This design comes from an exercise in tuning for small area, a short achievable clock period and few clock cycles per item on the open sky130 flow, not from production work.
The RTL was checked by simulation tests, not by an equivalence proof against the original design.

<file path="flow/run.sh">
#!/bin/bash
# synth_recipe.tcl (not shown) runs the flow's synth.tcl, then flattens the netlist and writes it again
# the make line also repeats each setting of config.mk as NAME=value (left out here)
make -C /OpenROAD-flow-scripts/flow DESIGN_CONFIG=/design/flow/config.mk WORK_HOME=/design/flow/orfs CLKGATE_MAP_FILE= SYNTH_SCRIPT=/design/flow/synth_recipe.tcl finish
</file>
<file path="flow/config.mk">
export PLATFORM = sky130hd
export DESIGN_NAME = gorilla_enc
export DESIGN_NICKNAME = gorilla_enc
export VERILOG_FILES = /design/flow/design.v
export SDC_FILE = /design/flow/constraint.sdc
export NUM_CORES = 4
export LEC_CHECK = 0
export CAP_MARGIN = 20
export CORE_MARGIN = 2
export CORE_UTILIZATION = 25
export SLEW_MARGIN = 20
</file>
<file path="flow/constraint.sdc">
create_clock -name core_clock -period 18.0 [get_ports {clk}]
set_input_delay 3.6000 -clock core_clock [delete_from_list [all_inputs] [get_ports {clk}]]
set_output_delay 3.6000 -clock core_clock [all_outputs]
set_load 0.01 [all_outputs]
</file>
<file path="flow/design.v">
module gorilla_enc (
    input  wire        clk,
    input  wire        rst,
    input  wire        in_valid,
    output wire        in_ready,
    input  wire [63:0] in_data,
    input  wire        in_first,
    input  wire        in_last,
    input  wire [1:0]  in_wc,
    output wire        out_valid,
    input  wire        out_ready,
    output wire [63:0] out_data,
    output wire        out_last,
    output wire [3:0]  out_nbytes
);
    reg  [1:0]   wc;         
    reg  [63:0]  prev;       
    reg  [6:0]   win_lz;     
    reg  [6:0]   win_db;     
    reg  [6:0]   win_tz;     
    reg  [143:0] acc;        
    reg  [7:0]   cnt;        
    reg          flushing;   
    wire [1:0] cur_wc = in_first ? in_wc : wc;
    reg  [6:0]  w;           
    reg  [2:0]  lzb;         
    reg  [2:0]  dbb;         
    reg  [63:0] mask;
    always @* begin
        case (cur_wc)
            2'd0:    begin w = 7'd8;  lzb = 3'd3; dbb = 3'd4; mask = 64'h00000000000000FF; end
            2'd1:    begin w = 7'd16; lzb = 3'd4; dbb = 3'd5; mask = 64'h000000000000FFFF; end
            2'd2:    begin w = 7'd32; lzb = 3'd5; dbb = 3'd6; mask = 64'h00000000FFFFFFFF; end
            default: begin w = 7'd64; lzb = 3'd6; dbb = 3'd7; mask = 64'hFFFFFFFFFFFFFFFF; end
        endcase
    end
    wire [63:0] cur   = in_data & mask;
    wire [63:0] xored = cur ^ prev;
    wire        nz    = |xored;
    wire [63:0] xtop = xored << (7'd64 - w);
    reg [6:0] lz;
    reg [6:0] tz;
    integer i;
    always @* begin
        lz = 7'd0;
        for (i = 0; i < 64; i = i + 1)
            if (xtop[i]) lz = 7'd63 - i[6:0];
        tz = 7'd0;
        for (i = 63; i >= 0; i = i - 1)
            if (xored[i]) tz = i[6:0];
    end
    wire [6:0] db = w - lz - tz;
    wire reuse = nz && (win_db != 7'd0) && (win_lz <= lz) && (win_tz <= tz);
    wire [63:0] payload_reuse = xored >> win_tz;
    wire [63:0] payload_new   = xored >> tz;
    wire [15:0] hdr     = ((({14'd0, 2'b11} << lzb) | {9'd0, lz}) << dbb) | {9'd0, db};
    wire [6:0]  hdr_len = 7'd2 + {4'd0, lzb} + {4'd0, dbb};
    reg [79:0] code;         
    reg [6:0]  clen;         
    always @* begin
        if (!nz) begin
            code = 80'd0;
            clen = 7'd1;
        end else if (reuse) begin
            code = (80'd2 << win_db) | {16'd0, payload_reuse};
            clen = 7'd2 + win_db;
        end else begin
            code = ({64'd0, hdr} << db) | {16'd0, payload_new};
            clen = hdr_len + db;
        end
    end
    wire [79:0]  code_top = code << (7'd80 - clen);
    wire [143:0] acc_add  = {code_top, 64'd0} >> cnt;
    assign in_ready   = !flushing && (cnt < 8'd64);
    assign out_valid  = flushing || (cnt >= 8'd64);
    assign out_data   = acc[143:80];
    assign out_last   = flushing && (cnt <= 8'd64);
    wire [7:0] cnt_bytes = (cnt + 8'd7) >> 3;
    assign out_nbytes = out_last ? cnt_bytes[3:0] : 4'd8;
    wire take_in  = in_valid && in_ready;
    wire take_out = out_valid && out_ready;
    always @(posedge clk) begin
        if (rst) begin
            wc       <= 2'd0;
            prev     <= 64'd0;
            win_lz   <= 7'd0;
            win_db   <= 7'd0;
            win_tz   <= 7'd0;
            acc      <= 144'd0;
            cnt      <= 8'd0;
            flushing <= 1'b0;
        end else if (take_out) begin
            if (out_last) begin
                acc      <= 144'd0;
                cnt      <= 8'd0;
                flushing <= 1'b0;
            end else begin
                acc <= acc << 64;
                cnt <= cnt - 8'd64;
            end
        end else if (take_in) begin
            prev <= cur;
            if (in_first) begin
                wc     <= in_wc;
                win_lz <= 7'd0;
                win_db <= 7'd0;
                win_tz <= 7'd0;
            end else begin
                acc <= acc | acc_add;
                cnt <= cnt + {1'b0, clen};
                if (nz && !reuse) begin
                    win_lz <= lz;
                    win_db <= db;
                    win_tz <= tz;
                end
            end
            if (in_last)
                flushing <= 1'b1;
        end
    end
endmodule
</file>
==> summary.json <==
{
  "drive_above_1_share_pct": 20.7,
  "design.portCount": 143,
  "floorplan.die_area_sq_um": 205000,
  "maxCapViolCount": 0,
  "drt_pass1_iterations": 7,
  "layout_min_cycle_time_ns": 17.40,
  "path_type_of_the_worst_setup_path": "in -> reg",
  "clkTransAtPathRegs_ns": 0.06,
  "cts_hold_buffers": 0,
  "critical_path_arrival_ns": 17.87,
  "timing.final.max_slew_violations": 0,
  "dp_worst_setup_slack_ns": 1.14,
  "cts_made_buffers": 37,
  "synthArstFlopShare_pct": 0,
  "library_cells_used_by_synthesis": 122,
  "grt_first_pass_wirelength_mm": 627,
  "r2r-start": "wc[0]$_SDFFE_PP0P_",
  "layout.nets": 8415,
  "cp-startpoint": "in_first",
  "run_status": "timing/DRC/antenna clean",
  "worst_case_clock_skew_ns": 0.0539,
  "layout_commonest_cell": "sky130_fd_sc_hd__buf_4",
  "initial_antenna_violation_count": 22,
  "max_freq_ghz": 0.0575,
  "r2r-end": "acc[9]$_SDFFE_PP0P_",
  "worst_path_cell_with_the_longest_stage_delay": "sky130_fd_sc_hd__xor2_1",
  "n_fill_cell": 22200,
  "fin_crit_sh_pct": 96.7,
  "clkSinkCount": 238,
  "placeableCoreArea_sq_um": 200000,
  "wirelength_mm": 467,
  "layout.cell_area.non_filler_sq_um": 63200,
  "clock_insertion_delay_worst_skew_ns": 0.66,
  "reg2regPathDepth": 41,
  "max-clock-path-buffers": 3,
  "dr.first_iter.drc_count": 11600,
  "cts-resized-gates": 0,
  "clock-root-buffer": "sky130_fd_sc_hd__clkbuf_16",
  "worstHoldPathType": "reg -> reg",
  "ff2ff_setup_slack_ns": 4.00,
  "floorplan.rows": 164,
  "grt_max_degree": 78,
  "critical_path.endpoint_type": "flop",
  "synth_cells": 7602,
  "tritoncts": "built",
  "drc": 0,
  "hpwl_mm": 373,
  "syn2layout_area_growth_pct": 25.4,
  "area_share_of_the_largest_cell_type_after_synthesis_pct": 9.45,
  "timing.final.ws_setup_ns": 0.596,
  "postPlaceCellArea_sq_um": 61900,
  "drt.antenna.violating_nets": 0,
  "post_cts.repair.setup_buffers": 0,
  "postSynthNetCount": 7725,
  "critical_path.endpoint": "acc[9]$_SDFFE_PP0P_",
  "postSynth.topFlopCell": "sky130_fd_sc_hd__dfxtp_1",
  "groute.usage.overall_pct": 43.6,
  "required_ns": 18.47,
  "worstPathMaxFanout": 41,
  "synth_largest_area_cell": "sky130_fd_sc_hd__dfxtp_1",
  "path_common_cell": "sky130_fd_sc_hd__buf_4",
  "die_w_um": 453,
  "yosysSeqAreaShare_pct": 9.45,
  "fin_hold_ws_ns": 0.463,
  "setup_violations": 0,
  "mostFrequentLayoutCells": "sky130_fd_sc_hd__buf_4, sky130_fd_sc_hd__nand2_1, sky130_fd_sc_hd__nor2_1",
  "worstMarginPinSlew_ns": 1.37,
  "route.detailed.vias_per_inst": 6.87,
  "critical-path-max-stage-delay_ns": 0.87,
  "dieHeight_um": 453,
  "grt-ovfl-total": 0,
  "wl_per_cell_um": 42.5,
  "portBuffers": 142,
  "critPathLaunchType": "input pin",
  "setup_total_negative_slack_ns": 0,
  "routed-via-count": 75500,
  "max_slew_margin_pct": 7.78,
  "count_of_state_elements_after_synthesis": 238,
  "initial_utilization_pct": 25.2,
  "synth.area.top_cells": "sky130_fd_sc_hd__dfxtp_1, sky130_fd_sc_hd__nor2_1, sky130_fd_sc_hd__nand2_1",
  "via_count_of_the_first_global_routing_pass": 70500,
  "gp_congestion": 1.07,
  "synth-warning-count": 1,
  "hold_violation_total_from_the_final_report": 0,
  "grt_setup_unrepaired": "no",
  "syn_avg_cell_area_sq_um": 6.63,
  "syn_area_sq_um": 50400,
  "cts.htree.levels": 2,
  "number_of_enable_type_register_cells_in_the_synthesized_netlist": 0
}
[state kept, by name, indices dropped and copies added, names as in the netlist]
name      count
acc         144
cnt           8
flushing      1
prev         64
wc            2
win_db        7
win_lz        6
win_tz        6
[critical path: cells and delay by family]
family | cells | cell delay, ns
and+or+nand+nor | 5 | 2.37
adders and majority gates | 3 | 1.26
buffers and inverters | 13 | 3.12
xor gates and xnor gates | 2 | 1.09
muxes | 1 | 0.43
AOI/OAI and AO/OA | 18 | 5.87
[synthesized netlist by cell type, types with 51 or more instances]
cell type / count
sky130_fd_sc_hd__a2111oi_0: 57
sky130_fd_sc_hd__a211oi_1: 245
sky130_fd_sc_hd__a21oi_1: 599
sky130_fd_sc_hd__a221oi_1: 92
sky130_fd_sc_hd__a22oi_1: 185
sky130_fd_sc_hd__a31oi_1: 126
sky130_fd_sc_hd__and2_1: 62
sky130_fd_sc_hd__buf_1: 76
sky130_fd_sc_hd__buf_2: 109
sky130_fd_sc_hd__buf_4: 86
sky130_fd_sc_hd__clkbuf_1: 435
sky130_fd_sc_hd__dfxtp_1: 238
sky130_fd_sc_hd__inv_1: 67
sky130_fd_sc_hd__mux2_2: 76
sky130_fd_sc_hd__mux2i_1: 188
sky130_fd_sc_hd__mux4_2: 113
sky130_fd_sc_hd__nand2_1: 862
sky130_fd_sc_hd__nand3_1: 319
sky130_fd_sc_hd__nand4_1: 94
sky130_fd_sc_hd__nor2_1: 871
sky130_fd_sc_hd__nor3_1: 344
sky130_fd_sc_hd__nor4_1: 102
sky130_fd_sc_hd__o2111ai_1: 51
sky130_fd_sc_hd__o211ai_1: 182
sky130_fd_sc_hd__o21ai_0: 435
sky130_fd_sc_hd__o221ai_1: 89
sky130_fd_sc_hd__o22ai_1: 180
sky130_fd_sc_hd__o31ai_1: 98
sky130_fd_sc_hd__xnor2_1: 82
sky130_fd_sc_hd__xor2_1: 80
[cell families after synthesis]
family / Yosys count / share of synthesized area [%]
AOI/OAI and AO/OA: 3004 / 41.6
and+or+nand+nor: 2965 / 27.2
buffers and inverters: 803 / 7.08
muxes: 378 / 10.5
DFF: 238 / 9.45
xor gates and xnor gates: 163 / 2.85
adders and majority gates: 51 / 1.35
[stage by stage]
step           cells  util (%)
2_1_floorplan   7602         -
3_3_place_gp   10900      30.9
3_5_place_dp   10900      30.9
4_1_cts        11000      31.5
5_1_grt        11000      31.6
6_report       11000      31.6
[cell type report]
cell class / instances / area [sq um] / share of cell area (%)
multi-input combinational: 6561 / 42600 / 67.3
timing repair buffer: 1372 / 11000 / 17.3
sequential: 238 / 4790 / 7.57
tap: 2656 / 3320 / 5.25
clock buffer: 48 / 1030 / 1.62
inverter: 82 / 310 / 0.491
clock inverter: 17 / 213 / 0.336
antenna: 17 / 42.5 / 0.0673
[worst min path at each step]
stage                           from                    end  slack, ns  cells after the start
2_1_floorplan   acc[52]$_SDFFE_PP0P_   acc[52]$_SDFFE_PP0P_       0.43                      2
3_3_place_gp    acc[36]$_SDFFE_PP0P_   acc[36]$_SDFFE_PP0P_       0.44                      2
3_5_place_dp    acc[36]$_SDFFE_PP0P_   acc[36]$_SDFFE_PP0P_       0.45                      2
4_1_cts        prev[55]$_SDFFE_PP0P_  prev[55]$_SDFFE_PP0P_       0.46                      2
5_1_grt         acc[36]$_SDFFE_PP0P_   acc[36]$_SDFFE_PP0P_       0.49                      2
6_report        acc[36]$_SDFFE_PP0P_   acc[36]$_SDFFE_PP0P_       0.46                      2
[per-layer routing]
| metal | track usage [%] | up-vias | wire, um |
|---|---|---|---|
| met5 | 0 | - | 61 |
| met4 | 40.0 | 10 | 53600 |
| met3 | 9.41 | 1656 | 44000 |
| met2 | 66.9 | 5881 | 200000 |
| met1 | 50.6 | 36800 | 170000 |
| li1 | - | 31100 | - |
Testbench counts, summed over its fixed seeds: cycles 25,487, items 18,380.

-- what the ideal ports hide --
The flow's constraints put no driver on any port. The routed layout listed below was extracted and timed again, unchanged, in two steps. Step 1 assumes that a clkbuf_16 drives the clock port and a buf_2 every other input. Step 2 times the ports against the registers' clock, not the clock port: input delays grow and output delays shrink by t, the midpoint of the rising clock arrivals with the driver on. Three values: no drivers, after step 1, after step 2; two values: the first two.
t, ns: 0.723
slack for setup (ns): 0.596 / 0.625 / -0.098
slew at the worst register clock pin (ns): 0.08 / 0.08
With both steps, setup timing fails in this run, where it was met with ideal ports. For this run, drivers alone change the setup slack by +0.029 ns; drivers and shift together by -0.694 ns.
